Background: an optimization exercise with open tools, aiming at small area, a short achievable clock period and few clock cycles. Do not read the settings as production practice.
At most, simulation tests tie the RTL to the original design; equivalence was not proved.
No functional check of the RTL was part of runs 2 to 4.
Power and IR drop assume default switching activity.

[config.mk]
export PLATFORM = sky130hd
export DESIGN_NAME = openlst_rf_codec
export DESIGN_NICKNAME = openlst_rf_codec
export VERILOG_FILES = /design/flow/design.v
export SDC_FILE = /design/flow/constraint.sdc
export NUM_CORES = 4
export LEC_CHECK = 0
export CAP_MARGIN = 10
export CORE_MARGIN = 2
export CORE_UTILIZATION = 65
export CTS_CLUSTER_DIAMETER = 100
export CTS_CLUSTER_SIZE = 30
export PLACE_DENSITY = 0.75
export SETUP_SLACK_MARGIN = 2.8
export SLEW_MARGIN = 10
[constraint.sdc]
create_clock -name core_clock -period 5.0 [get_ports {clk}]
set_input_delay 1.0000 -clock core_clock [delete_from_list [all_inputs] [get_ports {clk}]]
set_output_delay 1.0000 -clock core_clock [all_outputs]
set_load 0.01 [all_outputs]
[design.v]
module openlst_crc16 (
    input  wire [15:0] crc_in,
    input  wire [7:0]  data,
    output reg  [15:0] crc_out
);
    integer k;
    always @(*) begin
        crc_out = crc_in ^ {data, 8'h00};
        for (k = 0; k < 8; k = k + 1) begin
            if (crc_out[15])
                crc_out = {crc_out[14:0], 1'b0} ^ 16'h8005;
            else
                crc_out = {crc_out[14:0], 1'b0};
        end
    end
endmodule
module openlst_rf_rx #(
    parameter [7:0] SUBSYS_RADIO = 8'h01
) (
    input  wire        clk,
    input  wire        rst,
    input  wire [15:0] self_id,
    input  wire        fwd_en,
    input  wire        rx_valid,
    input  wire [7:0]  rx_data,
    output wire        rx_ready,
    output reg         pay_valid,
    output wire [7:0]  pay_data,
    output reg         res_valid,
    output reg  [1:0]  res_status,
    output reg  [1:0]  res_route,
    output wire [7:0]  res_len,
    output wire [15:0] res_dev_id,
    output wire [15:0] res_seq,
    output wire [7:0]  res_subsys,
    output wire [7:0]  res_opcode,
    output wire        res_fbit,
    output reg  [31:0] cnt_good,
    output reg  [31:0] cnt_rej_crc,
    output reg  [31:0] cnt_rej_other
);
    localparam [1:0] ST_GOOD  = 2'd0;
    localparam [1:0] ST_CRC   = 2'd1;
    localparam [1:0] ST_SHORT = 2'd2;
    localparam [1:0] RT_DROP  = 2'd0;
    localparam [1:0] RT_LOCAL = 2'd1;
    localparam [1:0] RT_FWD   = 2'd2;
    reg  [7:0]  rem;         
    reg  [2:0]  hdr;         
    reg  [7:0]  rd;          
    reg         f_first;     
    reg         f_crc;       
    reg         f_good;      
    reg         f_bad;       
    reg         f_short;     
    reg         long_pkt;    
    reg  [15:0] crc;         
    reg         lo_ok;       
    reg         fbit;
    reg  [15:0] seq;
    reg  [7:0]  subsys;
    reg  [7:0]  opcode;
    reg  [15:0] dev_id;
    wire        first = (rem == 8'd0);
    wire        crc_ok = lo_ok && (rx_data == crc[15:8]);
    wire        r_ge5 = (rem[7:3] != 5'd0) || (rem[2:0] >= 3'd5);
    assign rx_ready = 1'b1;
    assign pay_data = rd;
    always @(posedge clk) begin
        rd <= rx_data;
        if (rst) begin
            rem       <= 8'd0;
            pay_valid <= 1'b0;
            f_first   <= 1'b0;
            f_crc     <= 1'b0;
            f_good    <= 1'b0;
            f_bad     <= 1'b0;
            f_short   <= 1'b0;
        end else begin
            pay_valid <= rx_valid && !first && (hdr == 3'd6) && r_ge5;
            f_first   <= rx_valid && first;
            f_crc     <= rx_valid && !first && r_ge5;
            f_short   <= rx_valid && (first ? (rx_data == 8'd0) : (rem == 8'd1) && !long_pkt);
            f_good    <= rx_valid && !first && (rem == 8'd1) && long_pkt && crc_ok;
            f_bad     <= rx_valid && !first && (rem == 8'd1) && long_pkt && !crc_ok;
            if (rx_valid) begin
                if (first) begin
                    rem <= rx_data;
                    long_pkt <= (rx_data >= 8'd9);
                    hdr <= 3'd1;
                end else begin
                    rem <= rem - 8'd1;
                    if (hdr != 3'd6)
                        hdr <= hdr + 3'd1;
                    if (hdr == 3'd1) fbit        <= rx_data[6];
                    if (hdr == 3'd2) seq[7:0]    <= rx_data;
                    if (hdr == 3'd3) seq[15:8]   <= rx_data;
                    if (hdr == 3'd4) subsys      <= rx_data;
                    if (hdr == 3'd5) opcode      <= rx_data;
                    if (rem == 8'd4) dev_id[7:0]  <= rx_data;
                    if (rem == 8'd3) dev_id[15:8] <= rx_data;
                    if (rem == 8'd2) lo_ok        <= (rx_data == crc[7:0]);
                end
            end
        end
    end
    reg  [7:0]  lm3;         
    wire [15:0] crc_step;
    openlst_crc16 u_crc (.crc_in(crc | {16{f_first}}), .data(rd), .crc_out(crc_step));
    wire        f_last = f_good || f_bad || f_short;
    wire        addr_match = (subsys == SUBSYS_RADIO) &&
                             ((dev_id == self_id) || (dev_id == 16'hFFFF));
    assign res_len    = lm3;
    assign res_dev_id = dev_id;
    assign res_seq    = seq;
    assign res_subsys = subsys;
    assign res_opcode = opcode;
    assign res_fbit   = fbit;
    always @(posedge clk) begin
        if (f_first || f_crc)
            crc <= crc_step;
        if (f_first)
            lm3 <= rd - 8'd3;
        if (f_last) begin
            res_status <= {f_short, f_bad};
            res_route  <= addr_match ? RT_LOCAL : (fwd_en ? RT_FWD : RT_DROP);
        end
        if (rst) begin
            res_valid     <= 1'b0;
            cnt_good      <= 32'd0;
            cnt_rej_crc   <= 32'd0;
            cnt_rej_other <= 32'd0;
        end else begin
            res_valid <= f_last;
            if (f_short) cnt_rej_other <= cnt_rej_other + 32'd1;
            if (f_bad)   cnt_rej_crc   <= cnt_rej_crc + 32'd1;
            if (f_good)  cnt_good      <= cnt_good + 32'd1;
        end
    end
endmodule
module openlst_rf_tx (
    input  wire        clk,
    input  wire        rst,
    input  wire        tx_valid,
    input  wire [7:0]  tx_data,
    input  wire        tx_fbit,
    output reg         tx_ready,
    output reg         pkt_valid,
    output reg  [7:0]  pkt_data,
    input  wire        pkt_ready,
    output reg  [31:0] cnt_sent
);
    localparam [3:0] T_M    = 4'd0;    
    localparam [3:0] T_D0   = 4'd1;    
    localparam [3:0] T_D1   = 4'd2;    
    localparam [3:0] T_BODY = 4'd3;    
    localparam [3:0] T_FD0  = 4'd4;    
    localparam [3:0] T_FD1  = 4'd5;    
    localparam [3:0] T_CL   = 4'd6;    
    localparam [3:0] T_CH   = 4'd7;    
    localparam [3:0] T_DROP = 4'd8;    
    reg  [3:0]  state;
    reg         have_m;      
    reg  [7:0]  remain;      
    reg         fbit;
    reg  [15:0] dev_id;
    reg  [15:0] crc;
    reg         c_init;      
    reg         c_step;      
    reg         pkt_last;    
    reg  [7:0]  s_data;
    reg         s_fbit;
    wire        s_full   = !tx_ready;
    wire        out_free = !pkt_valid || pkt_ready;
    wire        take     = tx_valid && tx_ready;
    wire        h_valid  = s_full || take;
    wire [7:0]  h_data   = s_full ? s_data : tx_data;
    wire        h_fbit   = s_full ? s_fbit : tx_fbit;
    wire        big      = (remain > 8'd252);
    reg         pop;         
    reg         load;        
    reg  [7:0]  out_byte;
    always @(*) begin
        pop      = 1'b0;
        load     = 1'b0;
        out_byte = h_data;
        case (state)
            T_M, T_DROP: pop = h_valid;
            T_D0: begin
                pop      = h_valid && out_free;
                load     = pop;
                out_byte = remain + 8'd3;
            end
            T_D1: begin
                pop      = h_valid && out_free;
                load     = pop;
                out_byte = {1'b0, fbit, 6'b0};
            end
            T_BODY: begin
                pop      = h_valid && out_free;
                load     = pop;
            end
            T_FD0: begin
                pop      = h_valid && !have_m;
                load     = out_free;
                out_byte = dev_id[7:0];
            end
            T_FD1: begin
                pop      = h_valid && !have_m;
                load     = out_free;
                out_byte = dev_id[15:8];
            end
            T_CL: begin
                pop      = h_valid && !have_m;
                load     = out_free;
                out_byte = crc[7:0];
            end
            default: begin    
                load     = out_free;
                out_byte = crc[15:8];
            end
        endcase
    end
    wire [15:0] crc_step;
    openlst_crc16 u_crc (.crc_in(crc | {16{c_init}}), .data(pkt_data), .crc_out(crc_step));
    always @(posedge clk) begin
        if (c_init || c_step)
            crc <= crc_step;
        c_init <= load && (state == T_D0);
        c_step <= load && (state == T_D1 || state == T_BODY);
        if (load) begin
            pkt_data <= out_byte;
            pkt_last <= (state == T_CH);
        end
        if (!s_full)
            s_data <= tx_data;
        if (!s_full)
            s_fbit <= tx_fbit;
        if (rst) begin
            state     <= T_M;
            have_m    <= 1'b0;
            pkt_valid <= 1'b0;
            tx_ready  <= 1'b1;
            cnt_sent  <= 32'd0;
        end else begin
            if (pkt_valid && pkt_ready && pkt_last)
                cnt_sent <= cnt_sent + 32'd1;
            if (load)
                pkt_valid <= 1'b1;
            else if (pkt_ready)
                pkt_valid <= 1'b0;
            tx_ready <= !(h_valid && !pop);
            case (state)
                T_M: begin
                    if (pop) begin
                        remain <= h_data;
                        fbit   <= h_fbit;
                        state  <= (h_data > 8'd252) ? T_DROP : T_D0;
                    end
                end
                T_DROP, T_D0, T_D1, T_BODY: begin
                    if (pop) begin
                        remain <= remain - 8'd1;
                        if (state == T_D0) dev_id[7:0]  <= h_data;
                        if (state == T_D1) dev_id[15:8] <= h_data;
                        if (state == T_D0) state <= T_D1;
                        if (state == T_D1) state <= T_BODY;
                        if ((state == T_BODY || state == T_DROP) && remain == 8'd1)
                            state <= (state == T_BODY) ? T_FD0 : T_M;
                    end
                end
                default: begin    
                    if (pop) begin
                        remain <= h_data;
                        fbit   <= h_fbit;
                        have_m <= 1'b1;
                    end
                    if (load) begin
                        case (state)
                            T_FD0: state <= T_FD1;
                            T_FD1: state <= T_CL;
                            T_CL:  state <= T_CH;
                            default: begin
                                have_m <= 1'b0;
                                state  <= !have_m ? T_M : (big ? T_DROP : T_D0);
                            end
                        endcase
                    end
                end
            endcase
        end
    end
endmodule
module openlst_rf_codec (
    input  wire        clk,
    input  wire        rst,
    input  wire [15:0] self_id,
    input  wire        fwd_en,
    input  wire        rx_valid,
    input  wire [7:0]  rx_data,
    output wire        rx_ready,
    output wire        pay_valid,
    output wire [7:0]  pay_data,
    output wire        res_valid,
    output wire [1:0]  res_status,
    output wire [1:0]  res_route,
    output wire [7:0]  res_len,
    output wire [15:0] res_dev_id,
    output wire [15:0] res_seq,
    output wire [7:0]  res_subsys,
    output wire [7:0]  res_opcode,
    output wire        res_fbit,
    input  wire        tx_valid,
    input  wire [7:0]  tx_data,
    input  wire        tx_fbit,
    output wire        tx_ready,
    output wire        pkt_valid,
    output wire [7:0]  pkt_data,
    input  wire        pkt_ready,
    output wire [31:0] cnt_good,
    output wire [31:0] cnt_rej_crc,
    output wire [31:0] cnt_rej_other,
    output wire [31:0] cnt_sent
);
    openlst_rf_rx #(.SUBSYS_RADIO(8'h01)) u_rx (
        .clk(clk), .rst(rst), .self_id(self_id), .fwd_en(fwd_en),
        .rx_valid(rx_valid), .rx_data(rx_data), .rx_ready(rx_ready),
        .pay_valid(pay_valid), .pay_data(pay_data),
        .res_valid(res_valid), .res_status(res_status), .res_route(res_route),
        .res_len(res_len), .res_dev_id(res_dev_id), .res_seq(res_seq),
        .res_subsys(res_subsys), .res_opcode(res_opcode), .res_fbit(res_fbit),
        .cnt_good(cnt_good), .cnt_rej_crc(cnt_rej_crc), .cnt_rej_other(cnt_rej_other)
    );
    openlst_rf_tx u_tx (
        .clk(clk), .rst(rst),
        .tx_valid(tx_valid), .tx_data(tx_data), .tx_fbit(tx_fbit), .tx_ready(tx_ready),
        .pkt_valid(pkt_valid), .pkt_data(pkt_data), .pkt_ready(pkt_ready),
        .cnt_sent(cnt_sent)
    );
endmodule
[flow/run.sh]
#!/bin/bash
# Standard layout, with the port buffers made from buf_1 cells.
set -euo pipefail
export BUFFER_PORTS_ARGS="-buffer_cell sky130_fd_sc_hd__buf_1"
bash standard.sh > flow_standard.log 2>&1
[standard.sh]
#!/bin/bash
# synth_recipe.tcl (not shown) runs the flow's synth.tcl, then flattens the netlist and writes it again
# the make line also repeats each setting of config.mk as NAME=value (left out here)
make -C /OpenROAD-flow-scripts/flow DESIGN_CONFIG=/design/flow/config.mk WORK_HOME=/design/flow/orfs CLKGATE_MAP_FILE= SYNTH_SCRIPT=/design/flow/synth_recipe.tcl "${@:-finish}"
==> results.cfg, run 1 <==
[die]
fp.dieArea_um2 = 21950
num_io_pins = 249
initial_utilization_pct = 66.53
fp.coreArea_um2 = 20300
rows = 52
die_x_um = 148.1
die_h_um = 148.1

[critical_path]
critPathMaxFanout = 4
critPathTopFamily = flip-flops
worstSetupStartpointType = flip-flop
worstPathArrival_ps = 1160
cpMaxStageDelayCell = dfxtp_1
cp_cell_sequence = buf_1
end_kind = output port
max_stage_delay_ps = 450
required_ps = 4000
critPathKind = flip-flop to output port
path_buf_inv = 1

[clock_tree]
clk_pin_slew_ps = 120
ctsHoldBuffers = 0
htree_num_levels = 1
cts_tree = done
cts_buffers = 14
cts.sinks = 301
clockRootBuffer = clkbuf_16
clk_latency_ps = 490
clockBufferDepth = 3

[finish]
multi_input_area_um2 = 5988
seqCellArea_um2 = 7391
final_common_cell = buf_1
nFillCells = 1480
num-nets-final = 1567
syn2layout_area_growth_pct = 12.91
antenna_cells = 0
fin_area_um2 = 15250
final_cell_mix = 244 x buf_1, 191 x nor2_1, 148 x dfxtp_1
drive_above_1_share_pct = 7.773
utilization_pct = 75.12

[timing]
period_minus_slack_ps = 2155
hold_violations = 0
period_share_pct = 43.11
worst_pin_slew_ps = 802.2
setup_viol = 0
max_slew_margin_pct = 46.52
fmax_mhz = 464.0
holdWs_ps = 485.0
grt_setup_unrepaired = yes
fin_setup_tns_ps = 0
finalClockSkew_ps = 40.83
slew_viol_final = 0

[yosys]
syn_inst = 1290
synth_flop_cell = dfxtp_1
ys_ff_latch = 301
yosysWarnings = 3
netlist.area_leader.share_pct = 29.35
synth_nets = 1346
synth_seq_area_share_pct = 54.40
synth-edff-count = 132
synth.avg_cell_area_um2 = 10.47
synth.area.top_cells = edfxtp_1 29%, dfxtp_1 25%, xnor2_1 8.5%
synth_area_um2 = 13510
synth_area_leader_cell = edfxtp_1
async_flop_share_pct = 0
synth.distinct_cells = 65

[global_routing]
gr-total-overflow = 0
antenna_found_initial = 0
grt_max_degree = 78
track_usage_pct = 25.68
grt_first_pass_wirelength_um = 46300
grt_pass1_vias = 9087
grt-busiest-layer = met2
grtUsageMet1_pct = 34.99
use_met2_pct = 43.87
use_met3_pct = 3.865

[routing]
viasPerCell = 5.582
drcViolationCount = 0
postRouteAntennaNets = 0
wire_per_inst_um = 16.39
vias = 9980
drt_iter0_drc = 630
wl_um = 29310
dr.pass1.iters = 5

[placement]
gp_congestion = 0.8510
portBuffers = 247
place_hpwl_um = 21000
place_area_um2 = 14650

[hold_path]
hold_path.class = flip-flop to flip-flop

[pwr]
power.density_nw_per_um2 = 417.6
p_leak_nw = 5.164
worst_ir_drop_vdd_mv = 0.2948

[status]
status = finished clean

[run]
maxCapViolations = 0
## final cells by class
class	instances	area share, %
sequential	301	48.47
tap	270	2.215
multi-input combinational	914	39.27
timing repair buffer	257	6.654
inverter	23	0.5661
clock buffer	22	2.634
clock inverter	1	0.1969
## path summary, 6_finish.rpt
path,cells after the start,startpoint,slack (ps),endpoint
worst max-delay path,1,u_rx.cnt_rej_other[17]$_SDFFE_PP0P_,2840,cnt_rej_other[17]
worst max register to register,6,u_tx.pkt_data[6]$_DFFE_PP_,2860,u_tx.crc[15]$_DFFE_PP_
worst min-delay path,1,u_tx.s_fbit$_DFF_P_,480,u_tx.s_fbit$_DFF_P_
worst min register to register,1,u_tx.s_fbit$_DFF_P_,480,u_tx.s_fbit$_DFF_P_
## synth_stat cells, drive strengths merged, types with 8 or more instances
library cell,number
nor2,198
dfxtp,169
xnor2,135
edfxtp,132
nand2,82
xor2,76
nand3,49
nand4,45
a21oi,44
o21ai,42
clkbuf,33
and3,31
nor3,28
or3,24
inv,23
buf,19
and4,17
ha,17
or2,15
mux2,12
nor2b,10
mux2i,9
and2,8
nand2b,8
nor4,8
## layer usage
metal / share of wire (%) / up-vias
met5: 0 / -
li1: - / 4920
met1: 44 / 4705
met4: 2.3 / 0
met3: 5.9 / 43
met2: 48 / 312
## power breakdown
| group | total [W] | internal, W | switching [W] |
|---|---|---|---|
| Combinational | 0.00179 | 0.000853 | 0.000934 |
| Sequential | 0.00326 | 0.00298 | 0.000282 |
| Clock | 0.00132 | 0.000576 | 0.000745 |
## metrics by stage
| stage | total power (W) | std cells | setup slack [ps] |
|---|---|---|---|
| after floorplan | 0.004674 | 1290 | 2753 |
| after global placement | 0.004987 | 1759 | 1996 |
| after detailed placement | 0.005040 | 1759 | 1987 |
| after CTS | 0.006352 | 1782 | 2767 |
| after global routing | 0.006686 | 1788 | 2794 |
| final | 0.006368 | 1788 | 2845 |
## kinds of logic (layout without fill, tap and decap cells)
logic type / Yosys count / count (layout) / synth area share, %
simple gates: 534 / 534 / 19.71
flops: 301 / 301 / 54.40
compound gates: 126 / 126 / 5.642
mux: 21 / 21 / 1.668
fa+ha+maj: 17 / 17 / 1.575
buf+inv: 75 / 303 / 2.288
xor+xnor: 215 / 215 / 14.68
other cells: 1 / 1 / 0.02777
## registers in the layout (all words and copies together) (netlist names), 16 cells and up
name	count
u_rx.crc	16
u_tx.dev_id	16
u_rx.seq	16
u_rx.cnt_rej_other	32
u_tx.cnt_sent	32
u_rx.cnt_good	32
u_tx.crc	16
u_rx.dev_id	16
u_rx.cnt_rej_crc	32
## timing repair
action	in CTS	in global routing
hold endpoints to repair	0	0
pin swaps	0	2
gates resized for setup	23	29
endpoints found under the setup margin	102	121
setup buffers	0	6
Testbench counts, summed over its fixed seeds: cycles 102,794.
==> run 2, diff against run 1 <==
--- a/design.v
+++ b/design.v
@@ -167,4 +167,2 @@
     reg  [15:0] crc;
-    reg         c_init;      
-    reg         c_step;      
     reg         pkt_last;    
@@ -224,8 +222,6 @@
     wire [15:0] crc_step;
-    openlst_crc16 u_crc (.crc_in(crc | {16{c_init}}), .data(pkt_data), .crc_out(crc_step));
+    openlst_crc16 u_crc (.crc_in(crc | {16{state == T_D0}}), .data(out_byte), .crc_out(crc_step));
     always @(posedge clk) begin
-        if (c_init || c_step)
+        if (load && (state == T_D0 || state == T_D1 || state == T_BODY))
             crc <= crc_step;
-        c_init <= load && (state == T_D0);
-        c_step <= load && (state == T_D1 || state == T_BODY);
         if (load) begin
--- a/config.mk
+++ b/config.mk
@@ -7,9 +7,9 @@
 export LEC_CHECK = 0
-export CAP_MARGIN = 10
+export CAP_MARGIN = 20
 export CORE_MARGIN = 2
-export CORE_UTILIZATION = 65
+export CORE_UTILIZATION = 70
 export CTS_CLUSTER_DIAMETER = 100
 export CTS_CLUSTER_SIZE = 30
-export PLACE_DENSITY = 0.75
+export PLACE_DENSITY = 0.8
 export SETUP_SLACK_MARGIN = 2.8
-export SLEW_MARGIN = 10
+export SLEW_MARGIN = 20
==> run 2 against run 1 <==
Against the previous run:
- still clean on timing, DRC and antenna
- critical path depth is 7 higher
- highest routed layer unchanged
- largest power group unchanged
- via count is 10% higher
- fmax is 27% lower
- largest cell class unchanged
- register-to-register slack worse by 830 ps
- first-iteration DRC count is 71% higher
==> results.cfg, run 2 <==
[status]
status = finished clean

[timing]
period_minus_slack_ps = 2972
hold_violations = 0
fin_setup_tns_ps = 0
setup_ws_ps = 2028
max_slew_margin_pct = 42.65
worst_pin_slew_ps = 860.2
fmax_mhz = 336.4
grt_setup_unrepaired = yes
finalClockSkew_ps = 20.31
slew_viol_final = 0
period_share_pct = 59.45
holdWs_ps = 459.0
setup_viol = 0

[yosys]
synth.distinct_cells = 74
yosysMostFrequentCell = nor2_1
synth_area_leader_cell = edfxtp_1
ys_ff_latch = 299
yosysWarnings = 3
synth.avg_cell_area_um2 = 10.39
synth-edff-count = 132
synth_common_cells = 185 x nor2_1, 167 x dfxtp_1, 132 x edfxtp_1
async_flop_share_pct = 0
netlist.area_leader.share_pct = 29.37
synth_seq_area_share_pct = 54.14
syn_inst = 1299
synth_nets = 1355
synth_area_um2 = 13500
synth.area.top_cells = edfxtp_1 29%, dfxtp_1 25%, xnor2_1 6.6%
synth_flop_cell = dfxtp_1

[global_routing]
antenna_found_initial = 0
gr-total-overflow = 0
track_usage_pct = 30.80
grt_max_degree = 87
grt_first_pass_wirelength_um = 50490
grt_pass1_vias = 9921

[pwr]
p_comb_share_pct = 36.0
p_int_w = 0.004677
clkPwrFrac_pct = 18.1
total_power_w = 0.006900
switching_power_w = 0.002223
swShare_pct = 32.22
p_leak_nw = 5.779
worst_ir_drop_vdd_mv = 0.4852
power.density_nw_per_um2 = 427.6
pwr-share-seq_pct = 45.9

[routing]
viasPerCell = 5.940
drcViolationCount = 0
wl_um = 34590
drt_iter0_drc = 1080
wire_per_inst_um = 18.65
dr.pass1.iters = 5
postRouteAntennaNets = 0
vias = 11020

[clock_tree]
cts.sinks = 299
cts_buffers = 13
htree_num_levels = 1
ctsHoldBuffers = 0
clockBufferDepth = 3
clk_pin_slew_ps = 110
clk_latency_ps = 500
clockRootBuffer = clkbuf_16
cts_tree = done

[critical_path]
max_stage_delay_ps = 460
worstSetupStartpointType = flip-flop
worstPathArrival_ps = 3230
cpMaxStageDelayCell = xnor3_1
critPathTopFamily = XOR/XNOR gates
end_kind = flip-flop
path_buf_inv = 0
cpMostUsedCell = xnor3_1
critPathKind = flip-flop to flip-flop
critPathMaxFanout = 6
required_ps = 5260
cp_cell_sequence = or2_2, a21oi_4, a21oi_1, o22a_1, xnor3_1, xnor3_1, xor3_1, xnor2_1

[hold_path]
hold_path.class = flip-flop to flip-flop

[die]
num_io_pins = 249
die_x_um = 142.9
fp.coreArea_um2 = 18830
die_h_um = 142.9
initial_utilization_pct = 71.67
rows = 50
fp.dieArea_um2 = 20410

[finish]
syn2layout_area_growth_pct = 19.54
drive_above_1_share_pct = 13.48
nFillCells = 1022
num-nets-final = 1644
final_cell_mix = 244 x buf_1, 177 x nor2_1, 140 x dfxtp_1
final_common_cell = buf_1
antenna_cells = 0

[placement]
place_hpwl_um = 21750
gp_congestion = 0.8974
dp_slack_ps = 1560
portBuffers = 247

[run]
maxCapViolations = 0
==> run 2: what timing repair did <==
action | 4_1_cts | 5_1_grt
setup endpoints to repair | 150 | 134
buffers inserted | 43 | 30
resized for setup | 56 | 60
pin swaps | 25 | 25
cloned | 1 | 1
==> run 2: logic make-up after synthesis <==
| kind of cell | count (synthesis) | share of synthesized area (%) |
|---|---|---|
| flops | 299 | 54.14 |
| buf+inv | 88 | 2.837 |
| compound gates | 156 | 7.472 |
| xor+xnor | 205 | 13.62 |
| mux | 20 | 1.511 |
| simple gates | 513 | 18.82 |
| other cells | 1 | 0.02778 |
| fa+ha+maj | 17 | 1.576 |
==> run 2: per-layer routing <==
metal / GRT usage, % / wire length [µm] / share of wire (%) / vias up
met5: 0 / 0 / 0 / -
met4: 10.68 / 1468 / 4.2 / 0
met3: 4.494 / 2690 / 7.8 / 114
met2: 52.13 / 16640 / 48 / 572
met1: 40.86 / 13790 / 40 / 5232
li1: - / - / - / 5100
==> run 2: area by class of cell <==
| type | count | area (µm²) | share of cell area [%] |
|---|---|---|---|
| Sequential cell | 299 | 7363 | 45.64 |
| Multi-Input combinational cell | 912 | 6281 | 38.93 |
| Inverter | 36 | 138.9 | 0.8608 |
| Tap cell | 260 | 325.3 | 2.016 |
| Clock inverter | 2 | 26.28 | 0.1629 |
| Clock buffer | 20 | 351.6 | 2.179 |
| Timing Repair inverter | 1 | 7.507 | 0.04653 |
| Timing Repair Buffer | 325 | 1640 | 10.17 |
==> run 2: through the flow <==
stage | instance area [µm²] | utilization, % | instances
floorplan | 13740 | - | 1299
global placement | 14730 | 78.25 | 1758
detailed placement | 14730 | 78.25 | 1758
CTS | 15690 | 83.31 | 1824
global route | 16130 | 85.68 | 1855
finish | 16130 | 85.68 | 1855
==> run 2: worst paths after layout <==
path	from	end	slack, ps	cells past startpoint
worst max-delay path	u_tx.state[0]$_SDFFE_PP0P_	u_tx.crc[15]$_DFFE_PP_	2030	8
worst min-delay path	u_rx.long_pkt$_DFFE_PP_	u_rx.f_short$_SDFF_PP0_	460	1
worst max register to register	u_tx.state[0]$_SDFFE_PP0P_	u_tx.crc[15]$_DFFE_PP_	2030	8
worst min register to register	u_rx.long_pkt$_DFFE_PP_	u_rx.f_short$_SDFF_PP0_	460	1
==> run 2: power by group through the flow <==
stage          registers [W]  logic (W)  clock network (W)
6_report             0.00317    0.00248            0.00125
5_1_grt              0.00319    0.00262            0.00133
4_1_cts              0.00316    0.00212            0.00126
3_5_place_dp         0.00322    0.00184                  0
3_3_place_gp         0.00321    0.00178                  0
2_1_floorplan        0.00314    0.00156                  0
==> run 3, diff against run 2 <==
--- a/design.v
+++ b/design.v
@@ -134,5 +134,5 @@
             res_valid <= f_last;
-            if (f_short) cnt_rej_other <= cnt_rej_other + 32'd1;
-            if (f_bad)   cnt_rej_crc   <= cnt_rej_crc + 32'd1;
-            if (f_good)  cnt_good      <= cnt_good + 32'd1;
+            cnt_rej_other <= cnt_rej_other + {31'd0, f_short};
+            cnt_rej_crc   <= cnt_rej_crc + {31'd0, f_bad};
+            cnt_good      <= cnt_good + {31'd0, f_good};
         end
@@ -167,2 +167,4 @@
     reg  [15:0] crc;
+    reg         c_init;      
+    reg         c_step;      
     reg         pkt_last;    
@@ -222,6 +224,8 @@
     wire [15:0] crc_step;
-    openlst_crc16 u_crc (.crc_in(crc | {16{state == T_D0}}), .data(out_byte), .crc_out(crc_step));
+    openlst_crc16 u_crc (.crc_in(crc | {16{c_init}}), .data(pkt_data), .crc_out(crc_step));
     always @(posedge clk) begin
-        if (load && (state == T_D0 || state == T_D1 || state == T_BODY))
+        if (c_init || c_step)
             crc <= crc_step;
+        c_init <= load && (state == T_D0);
+        c_step <= load && (state == T_D1 || state == T_BODY);
         if (load) begin
==> run 3 against run 2 <==
Against the previous run:
- via count is 8.3% lower
- clock skew is 10 ps higher
- synthesized cell count shrank 2.6%
- setup slack improved by 770 ps
==> results.cfg, run 3 <==
[status]
status = finished clean

[yosys]
synth_nets = 1324
synth_compound_area_share_pct = 5.498
synth_top_family_by_area = simple AND/OR/NAND/NOR gates
async_flop_share_pct = 0
synth_adder_area_share_pct = 1.860
synth_area_leader_cell = edfxtp_1
synth_seq_area_share_pct = 54.62
muxShareOfSynthArea_pct = 1.526
yosysWarnings = 3
ys_ff_latch = 301
syn_inst = 1265
synth.area.top_cells = edfxtp_1 29%, dfxtp_1 25%, xnor2_1 8.1%
synth_flop_cell = dfxtp_1
synth.avg_cell_area_um2 = 10.63
netlist.area_leader.share_pct = 29.47
synth-simple-area-share_pct = 19.78
yosysMostFrequentCell = nor2_1
synth-edff-count = 132
synth_area_um2 = 13450
synthXorXnorAreaFrac_pct = 14.61
synth_common_cells = 180 x nor2_1, 169 x dfxtp_1, 132 x edfxtp_1
synth.distinct_cells = 73

[clock_tree]
cts_tree = done
clockBufferDepth = 3
cts_buffers = 14
clockRootBuffer = clkbuf_16
clk_latency_ps = 500
clk_pin_slew_ps = 110
cts.sinks = 301
ctsHoldBuffers = 0
htree_num_levels = 1

[global_routing]
grt_pass1_vias = 9416
grt_max_degree = 107
antenna_found_initial = 0
grt_first_pass_wirelength_um = 47270
track_usage_pct = 28.71
gr-total-overflow = 0

[die]
initial_utilization_pct = 71.67
fp.coreArea_um2 = 18770
num_io_pins = 249
die_x_um = 142.6
rows = 50
die_h_um = 142.6
fp.dieArea_um2 = 20340

[pwr]
worst_ir_drop_vdd_mv = 0.5466
clkPwrFrac_pct = 21.5
pwr-share-seq_pct = 50.5
p_int_w = 0.004469
swShare_pct = 30.77
power.density_nw_per_um2 = 422.7
p_comb_share_pct = 28.0
p_leak_nw = 5.252
switching_power_w = 0.001986

[critical_path]
end_kind = flip-flop
worstPathArrival_ps = 2400
critPathKind = input pin to flip-flop
worstSetupStartpointType = input pin
critPathMaxFanout = 44
required_ps = 5200

[run]
maxCapViolations = 0

[finish]
num-nets-final = 1562
drive_above_1_share_pct = 8.543
syn2layout_area_growth_pct = 13.53
final_cell_mix = 245 x buf_1, 176 x nor2_1, 147 x dfxtp_1
final_common_cell = buf_1
antenna_cells = 0

[timing]
max_slew_margin_pct = 47.60
period_minus_slack_ps = 2200
finalClockSkew_ps = 30.44
fmax_mhz = 454.5
worst_pin_slew_ps = 785.9
slew_viol_final = 0
setup_ws_ps = 2800
period_share_pct = 44.01
hold_violations = 0
setup_viol = 0
fin_setup_tns_ps = 0
grt_setup_unrepaired = yes

[routing]
drt_iter0_drc = 613
postRouteAntennaNets = 0
vias = 10100
wire_per_inst_um = 17.42
viasPerCell = 5.790
drcViolationCount = 0
dr.pass1.iters = 5
wl_um = 30380

[placement]
gp_congestion = 0.9001
portBuffers = 247
dp_slack_ps = 2109
place_hpwl_um = 21530

[hold_path]
hold_path.class = flip-flop to flip-flop
## run 3: through the flow
stage          std cells  power, W  area [µm²]  util, %  hold WS, ps
2_1_floorplan       1265  0.004657       13520        -        426.0
3_3_place_gp        1709  0.004974       14590    77.76        444.1
3_5_place_dp        1709  0.005029       14590    77.76        464.2
4_1_cts             1734  0.006412       15110    80.52        486.8
5_1_grt             1744  0.006757       15270    81.36        500.1
6_report            1744  0.006455       15270    81.36        489.2
## run 3: final timing paths
path              slack, ps                            start                              end  cells past startpoint
setup reg to reg       2860           u_rx.crc[15]$_DFFE_PP_        u_rx.crc[0]$_SDFFCE_PP0P_                      6
hold reg to reg         490  u_rx.cnt_rej_crc[31]$_SDFF_PP0_  u_rx.cnt_rej_crc[31]$_SDFF_PP0_                      2
setup / recovery       2800                              rst         u_rx.dev_id[8]$_DFFE_PP_                      4
hold / removal          490  u_rx.cnt_rej_crc[31]$_SDFF_PP0_  u_rx.cnt_rej_crc[31]$_SDFF_PP0_                      2
## run 3: cell families (layout without fill, tap and decap cells)
| group | count (synthesis) | after routing |
|---|---|---|
| fa+ha+maj | 20 | 20 |
| flops | 301 | 301 |
| other cells | 1 | 1 |
| simple gates | 517 | 517 |
| compound gates | 125 | 125 |
| mux | 19 | 19 |
| buf+inv | 69 | 314 |
| xor+xnor | 213 | 213 |
## run 3: layout make-up
type	instances	area (µm²)
flip-flops and latches	301	7390
multi-input cells	895	5952
fillers	1201	3498
repair buffers	264	1076
clock buffers	21	397.9
well taps	234	292.8
inverters	27	101.3
clock inverters	2	60.06
## run 3: repair_timing
| item | 4_1_cts | 5_1_grt |
|---|---|---|
| setup endpoints to repair | 89 | 105 |
| pin swaps | 2 | 5 |
| resized for setup | 20 | 26 |
| setup buffers | 2 | 10 |
| hold endpoints to repair | 0 | 0 |
## run 3: per-layer routing
layer,GRT usage (%),routed length (µm),vias to the layer above,part of all wire (%)
met1,37.98,12420,4833,41
met3,4.225,1771,55,5.8
li1,-,-,4885,-
met2,49.42,15420,325,51
met5,0,0,-,0
met4,8.598,761,0,2.5
## run 3: critical path, cell delays in order
cell      delay [ps]
clkbuf_4         360
nand2b_1         330
nor3_1           360
and2_2           340
## run 3: power groups by stage
| stage | Sequential (W) | Combinational [W] | Clock [W] |
|---|---|---|---|
| 2_1_floorplan | 0.00321 | 0.00145 | 0 |
| 3_3_place_gp | 0.00330 | 0.00167 | 0 |
| 3_5_place_dp | 0.00331 | 0.00172 | 0 |
| 4_1_cts | 0.00326 | 0.00175 | 0.00141 |
| 5_1_grt | 0.00330 | 0.00197 | 0.00149 |
| 6_report | 0.00326 | 0.00181 | 0.00139 |
==> run 4, diff against run 3 <==
--- a/design.v
+++ b/design.v
@@ -27,3 +27,3 @@
     output reg         pay_valid,
-    output wire [7:0]  pay_data,
+    output reg  [7:0]  pay_data,
     output reg         res_valid,
@@ -31,3 +31,3 @@
     output reg  [1:0]  res_route,
-    output wire [7:0]  res_len,
+    output reg  [7:0]  res_len,
     output wire [15:0] res_dev_id,
@@ -41,5 +41,2 @@
 );
-    localparam [1:0] ST_GOOD  = 2'd0;
-    localparam [1:0] ST_CRC   = 2'd1;
-    localparam [1:0] ST_SHORT = 2'd2;
     localparam [1:0] RT_DROP  = 2'd0;
@@ -49,8 +46,2 @@
     reg  [2:0]  hdr;         
-    reg  [7:0]  rd;          
-    reg         f_first;     
-    reg         f_crc;       
-    reg         f_good;      
-    reg         f_bad;       
-    reg         f_short;     
     reg         long_pkt;    
@@ -64,23 +55,44 @@
     wire        first = (rem == 8'd0);
-    wire        crc_ok = lo_ok && (rx_data == crc[15:8]);
     wire        r_ge5 = (rem[7:3] != 5'd0) || (rem[2:0] >= 3'd5);
-    assign rx_ready = 1'b1;
-    assign pay_data = rd;
+    wire        at_end = !first && (rem == 8'd1);
+    wire        crc_ok = lo_ok && (rx_data == crc[15:8]);
+    wire        is_short = first ? (rx_data == 8'd0) : (at_end && !long_pkt);
+    wire        is_good  = at_end && long_pkt && crc_ok;
+    wire        is_bad   = at_end && long_pkt && !crc_ok;
+    wire [15:0] crc_step;
+    openlst_crc16 u_crc (.crc_in(crc | {16{first}}), .data(rx_data), .crc_out(crc_step));
+    wire        addr_match = (subsys == SUBSYS_RADIO) &&
+                             ((dev_id == self_id) || (dev_id == 16'hFFFF));
+    assign rx_ready   = 1'b1;
+    assign res_dev_id = dev_id;
+    assign res_seq    = seq;
+    assign res_subsys = subsys;
+    assign res_opcode = opcode;
+    assign res_fbit   = fbit;
     always @(posedge clk) begin
-        rd <= rx_data;
+        pay_data <= rx_data;
+        if (rx_valid && (first || r_ge5))
+            crc <= crc_step;
+        if (rx_valid)
+            res_status <= {is_short, is_bad};
+        if (rx_valid && at_end)
+            res_route  <= addr_match ? RT_LOCAL : (fwd_en ? RT_FWD : RT_DROP);
+        if (rx_valid && first) begin
+            res_len    <= rx_data - 8'd3;
+            long_pkt   <= (rx_data >= 8'd9);
+            hdr        <= 3'd1;
+        end
         if (rst) begin
-            rem       <= 8'd0;
-            pay_valid <= 1'b0;
-            f_first   <= 1'b0;
-            f_crc     <= 1'b0;
-            f_good    <= 1'b0;
-            f_bad     <= 1'b0;
-            f_short   <= 1'b0;
+            rem           <= 8'd0;
+            pay_valid     <= 1'b0;
+            res_valid     <= 1'b0;
+            cnt_good      <= 32'd0;
+            cnt_rej_crc   <= 32'd0;
+            cnt_rej_other <= 32'd0;
         end else begin
             pay_valid <= rx_valid && !first && (hdr == 3'd6) && r_ge5;
-            f_first   <= rx_valid && first;
-            f_crc     <= rx_valid && !first && r_ge5;
-            f_short   <= rx_valid && (first ? (rx_data == 8'd0) : (rem == 8'd1) && !long_pkt);
-            f_good    <= rx_valid && !first && (rem == 8'd1) && long_pkt && crc_ok;
-            f_bad     <= rx_valid && !first && (rem == 8'd1) && long_pkt && !crc_ok;
+            res_valid <= rx_valid && (is_short || at_end);
+            if (rx_valid && is_short) cnt_rej_other <= cnt_rej_other + 32'd1;
+            if (rx_valid && is_bad)   cnt_rej_crc   <= cnt_rej_crc + 32'd1;
+            if (rx_valid && is_good)  cnt_good      <= cnt_good + 32'd1;
             if (rx_valid) begin
@@ -88,4 +100,2 @@
                     rem <= rx_data;
-                    long_pkt <= (rx_data >= 8'd9);
-                    hdr <= 3'd1;
                 end else begin
@@ -106,35 +116,2 @@
     end
-    reg  [7:0]  lm3;         
-    wire [15:0] crc_step;
-    openlst_crc16 u_crc (.crc_in(crc | {16{f_first}}), .data(rd), .crc_out(crc_step));
-    wire        f_last = f_good || f_bad || f_short;
-    wire        addr_match = (subsys == SUBSYS_RADIO) &&
-                             ((dev_id == self_id) || (dev_id == 16'hFFFF));
-    assign res_len    = lm3;
-    assign res_dev_id = dev_id;
-    assign res_seq    = seq;
-    assign res_subsys = subsys;
-    assign res_opcode = opcode;
-    assign res_fbit   = fbit;
-    always @(posedge clk) begin
-        if (f_first || f_crc)
-            crc <= crc_step;
-        if (f_first)
-            lm3 <= rd - 8'd3;
-        if (f_last) begin
-            res_status <= {f_short, f_bad};
-            res_route  <= addr_match ? RT_LOCAL : (fwd_en ? RT_FWD : RT_DROP);
-        end
-        if (rst) begin
-            res_valid     <= 1'b0;
-            cnt_good      <= 32'd0;
-            cnt_rej_crc   <= 32'd0;
-            cnt_rej_other <= 32'd0;
-        end else begin
-            res_valid <= f_last;
-            cnt_rej_other <= cnt_rej_other + {31'd0, f_short};
-            cnt_rej_crc   <= cnt_rej_crc + {31'd0, f_bad};
-            cnt_good      <= cnt_good + {31'd0, f_good};
-        end
-    end
 endmodule
@@ -170,5 +147,5 @@
     reg         pkt_last;    
+    reg         s_full;      
     reg  [7:0]  s_data;
     reg         s_fbit;
-    wire        s_full   = !tx_ready;
     wire        out_free = !pkt_valid || pkt_ready;
@@ -242,2 +219,3 @@
             pkt_valid <= 1'b0;
+            s_full    <= 1'b0;
             tx_ready  <= 1'b1;
@@ -251,2 +229,3 @@
                 pkt_valid <= 1'b0;
+            s_full   <= h_valid && !pop;
             tx_ready <= !(h_valid && !pop);
==> flow/run.sh (replaced) <==
#!/bin/bash
# Standard layout, with the port buffers made from buf_2 cells.
set -euo pipefail
export BUFFER_PORTS_ARGS="-buffer_cell sky130_fd_sc_hd__buf_2"
bash standard.sh > flow_standard.log 2>&1
--- a/config.mk
+++ b/config.mk
@@ -9,6 +9,6 @@
 export CORE_MARGIN = 2
-export CORE_UTILIZATION = 70
+export CORE_UTILIZATION = 60
 export CTS_CLUSTER_DIAMETER = 100
 export CTS_CLUSTER_SIZE = 30
-export PLACE_DENSITY = 0.8
+export PLACE_DENSITY = 0.75
 export SETUP_SLACK_MARGIN = 2.8
==> run 4 against run 3 <==
Against the previous run:
- still clean on timing, DRC and antenna
- clock power fell by 11%
- combinational power rose by 15%
- register-to-register slack got worse by 390 ps
- cell count rose by 18%
- synthesized cell count rose by 12%
- routed wire length rose by 26%
- sequential power fell by 4%
- synthesized area rose by 4.1%
- sequential cell count fell by 4
- critical path type unchanged
- critical endpoint is now u_rx.cnt_good[26]$_SDFFE_PP0P_
- largest power group unchanged
==> results.cfg, run 4 <==
[timing]
fin_setup_tns_ps = 0
hold_violations = 0
grt_setup_unrepaired = yes
finalClockSkew_ps = 37.33
max_slew_margin_pct = 41.19
fmax_mhz = 391.1
worst_pin_slew_ps = 874.2
slew_viol_final = 0
period_minus_slack_ps = 2557
setup_ws_ps = 2443
period_share_pct = 51.14
setup_viol = 0

[critical_path]
end_kind = flip-flop
worstPathArrival_ps = 3000
required_ps = 5440
max_stage_delay_ps = 450
rrSetupSlack_ps = 2470
critPathKind = input pin to flip-flop
worstSetupStartpointType = input pin
critPathMaxFanout = 6
rr_worst_depth = 7
r2r-end = u_rx.cnt_good[26]$_SDFFE_PP0P_
cpMaxStageDelayCell = or4_4
reg2reg_from = u_rx.crc[12]$_DFFE_PP_
cp_cell_sequence = buf_16, xnor2_4, nand4_1, or3_4, buf_4, or4_4, or3_1, a21oi_1

[die]
initial_utilization_pct = 61.44
rows = 55
fp.dieArea_um2 = 24560
die_x_um = 156.7
num_io_pins = 249
die_h_um = 156.7
fp.coreArea_um2 = 22780

[hold_path]
min_from = u_rx.cnt_good[1]$_SDFFE_PP0P_
hold-path-cell-count = 2
hold_path.class = flip-flop to flip-flop
holdPathEnd = u_rx.cnt_good[1]$_SDFFE_PP0P_

[yosys]
synth.distinct_cells = 66
synth-edff-count = 129
synth_seq_area_share_pct = 51.71
synth_flop_cell = dfxtp_1
synth.area.top_cells = edfxtp_1 28%, dfxtp_1 24%, xnor2_1 8.5%
yosysWarnings = 3
synth_area_leader_cell = edfxtp_1
netlist.area_leader.share_pct = 27.68
yosysMostFrequentCell = nor2_1
synth_nets = 1469
synth.avg_cell_area_um2 = 9.919
syn_inst = 1411
synth_common_cells = 183 x nor2_1, 168 x dfxtp_1, 136 x xnor2_1
async_flop_share_pct = 0
synth_area_um2 = 14000
ys_ff_latch = 297

[routing]
vias = 11980
postRouteAntennaNets = 0
drcViolationCount = 0
viasPerCell = 5.818
drt_iter0_drc = 983
wire_per_inst_um = 18.53
dr.pass1.iters = 5
wl_um = 38150

[clock_tree]
clk_pin_slew_ps = 120
clockRootBuffer = clkbuf_16
htree_num_levels = 1
ctsHoldBuffers = 0
cts.sinks = 297
clk_latency_ps = 520
cts_buffers = 13
clockBufferDepth = 3
cts_tree = done

[placement]
gp_congestion = 0.8775
dp_cells = 1906
place_area_um2 = 15980
portBuffers = 247
dp_slack_ps = 1296
place_hpwl_um = 23540

[finish]
antenna_cells = 0
final_cell_mix = 237 x buf_2, 175 x nor2_1, 144 x dfxtp_1
fin_area_um2 = 18280
final_cells = 2059
utilization_pct = 80.24
num-nets-final = 1797
drive_above_1_share_pct = 32.82
syn2layout_area_growth_pct = 30.58
final_common_cell = buf_2
nFillCells = 1413

[pwr]
worst_ir_drop_vdd_mv = 0.2851
power.density_nw_per_um2 = 353.7
p_leak_nw = 7.309

[global_routing]
grt_first_pass_wirelength_um = 57540
grt_max_degree = 78
gr-total-overflow = 0
grt_pass1_vias = 11080
antenna_found_initial = 0
track_usage_pct = 29.03

[status]
status = finished clean

[run]
maxCapViolations = 0
## run 4: cell types whose count changed in the layout (fill, tap and decap cells not counted), sizes merged, moves of 8 or more
cell	before	now
a21oi	48	62
a22oi	3	11
buf	262	385
inv	27	41
nand4	39	57
nor4	13	28
o21a	0	9
or3	24	35
xnor2	128	136
## run 4: layer usage
layer | routed length, µm | global-route usage (%)
met1 | 15820 | 38.00
met3 | 2035 | 4.154
met4 | 1164 | 9.699
met5 | 0 | 0
met2 | 19130 | 49.60
## run 4: kinds of logic (layout without fill, tap and decap cells)
kind of cell / Yosys count / after routing / share of synthesized area, %
buffers and inverters: 116 / 449 / 3.209
other: 1 / 1 / 0.02679
AO/OA/AOI/OAI: 179 / 179 / 7.796
AND/OR/NAND/NOR: 572 / 574 / 20.87
adder cells (fa/ha/maj): 19 / 19 / 1.699
flip-flops: 297 / 297 / 51.71
XOR/XNOR: 213 / 213 / 13.63
multiplexers: 14 / 14 / 1.064
## run 4: metrics by stage
stage / hold WS (ps) / total power (W)
3_3_place_gp: 468.2 / 0.004841
2_1_floorplan: 446.1 / 0.004529
3_5_place_dp: 485.1 / 0.004895
5_1_grt: 537.7 / 0.006747
6_report: 511.0 / 0.006465
4_1_cts: 506.9 / 0.006336
## run 4: timing repair
item                       in CTS  in global routing
pin swaps                      52                 55
resized for setup             126                 75
buffers inserted               86                 42
gates cloned                    3                  0
setup endpoints to repair     205                159
## run 4: area by class of cell
cell class / instances / area (µm²) / share of cell area (%)
timing repair buffer: 385 / 2695 / 14.75
multi-input combinational: 1000 / 7377 / 40.36
clock buffer: 20 / 351.6 / 1.924
clock inverter: 2 / 13.76 / 0.07531
inverter: 42 / 167.7 / 0.9174
sequential: 297 / 7279 / 39.83
tap: 313 / 391.6 / 2.143
## run 4: power breakdown
part           total (W)  internal (W)  switching (W)
clock            0.00124      0.000502       0.000738
sequential       0.00314       0.00290       0.000244
combinational    0.00208       0.00102        0.00107
total            0.00646       0.00441        0.00205
## run 4: critical path: cells and delay by family
| family | cells | cell delay (ps) |
|---|---|---|
| and+or+nand+nor | 4 | 1420 |
| AOI/OAI and AO/OA | 1 | 140 |
| buffers and inverters | 2 | 260 |
| xor gates and xnor gates | 1 | 170 |
## run 4: how the worst max path moves through the flow
stage                           from                        endpoint  slack, ps  depth (start not counted)
after detailed placement  rx_data[3]  u_rx.cnt_good[26]$_SDFFE_PP0P_       1300                          7
after global routing      rx_data[0]  u_rx.cnt_good[27]$_SDFFE_PP0P_       2400                          8
final                     rx_data[0]  u_rx.cnt_good[26]$_SDFFE_PP0P_       2440                          8
after CTS                 rx_data[0]  u_rx.cnt_good[27]$_SDFFE_PP0P_       2570                          8
after global placement    rx_data[3]  u_rx.cnt_good[26]$_SDFFE_PP0P_       1400                          7
after floorplan           rx_data[5]  u_rx.cnt_good[27]$_SDFFE_PP0P_       2170                          8

re-timing with driven ports:
In the flow no input, the clock included, has a driving cell. The finished layouts below were timed again as built, in two steps. Step 1: set_driving_cell puts a clkbuf_16 on clk and a buf_2 on each other input, an assumption about the parent block. Step 2 adds t to the input delays and takes it off the output delays; t is the mean of the earliest and latest rising clock arrival at the registers after step 1. Input paths then give back, and output paths get back, about the clock's delay inside the block. Slacks: ideal ports / drivers / drivers and shift; pairs: ideal ports / drivers.
run | t, ns | slack for setup (ns) | hold WS [ns] | worst setup path at the end | worst register clock-pin slew, ns
run 1 | 0.520 | 2.845 / 2.801 / 2.393 | 0.485 / 0.485 / 0.485 | input to register | 0.12 / 0.12
run 2 | 0.540 | 2.028 / 2.028 / 1.567 | 0.459 / 0.459 / 0.459 | input to register | 0.11 / 0.11
run 3 | 0.536 | 2.800 / 2.788 / 2.289 | 0.489 / 0.489 / 0.489 | input to register | 0.11 / 0.11
run 4 | 0.550 | 2.443 / 2.431 / 1.881 | 0.511 / 0.511 / 0.511 | input to register | 0.12 / 0.12
After both steps setup and hold are still met in every run listed. The setup slack of run 4, which loses most, moves by -0.012 ns with the drivers and by -0.562 ns with both steps.
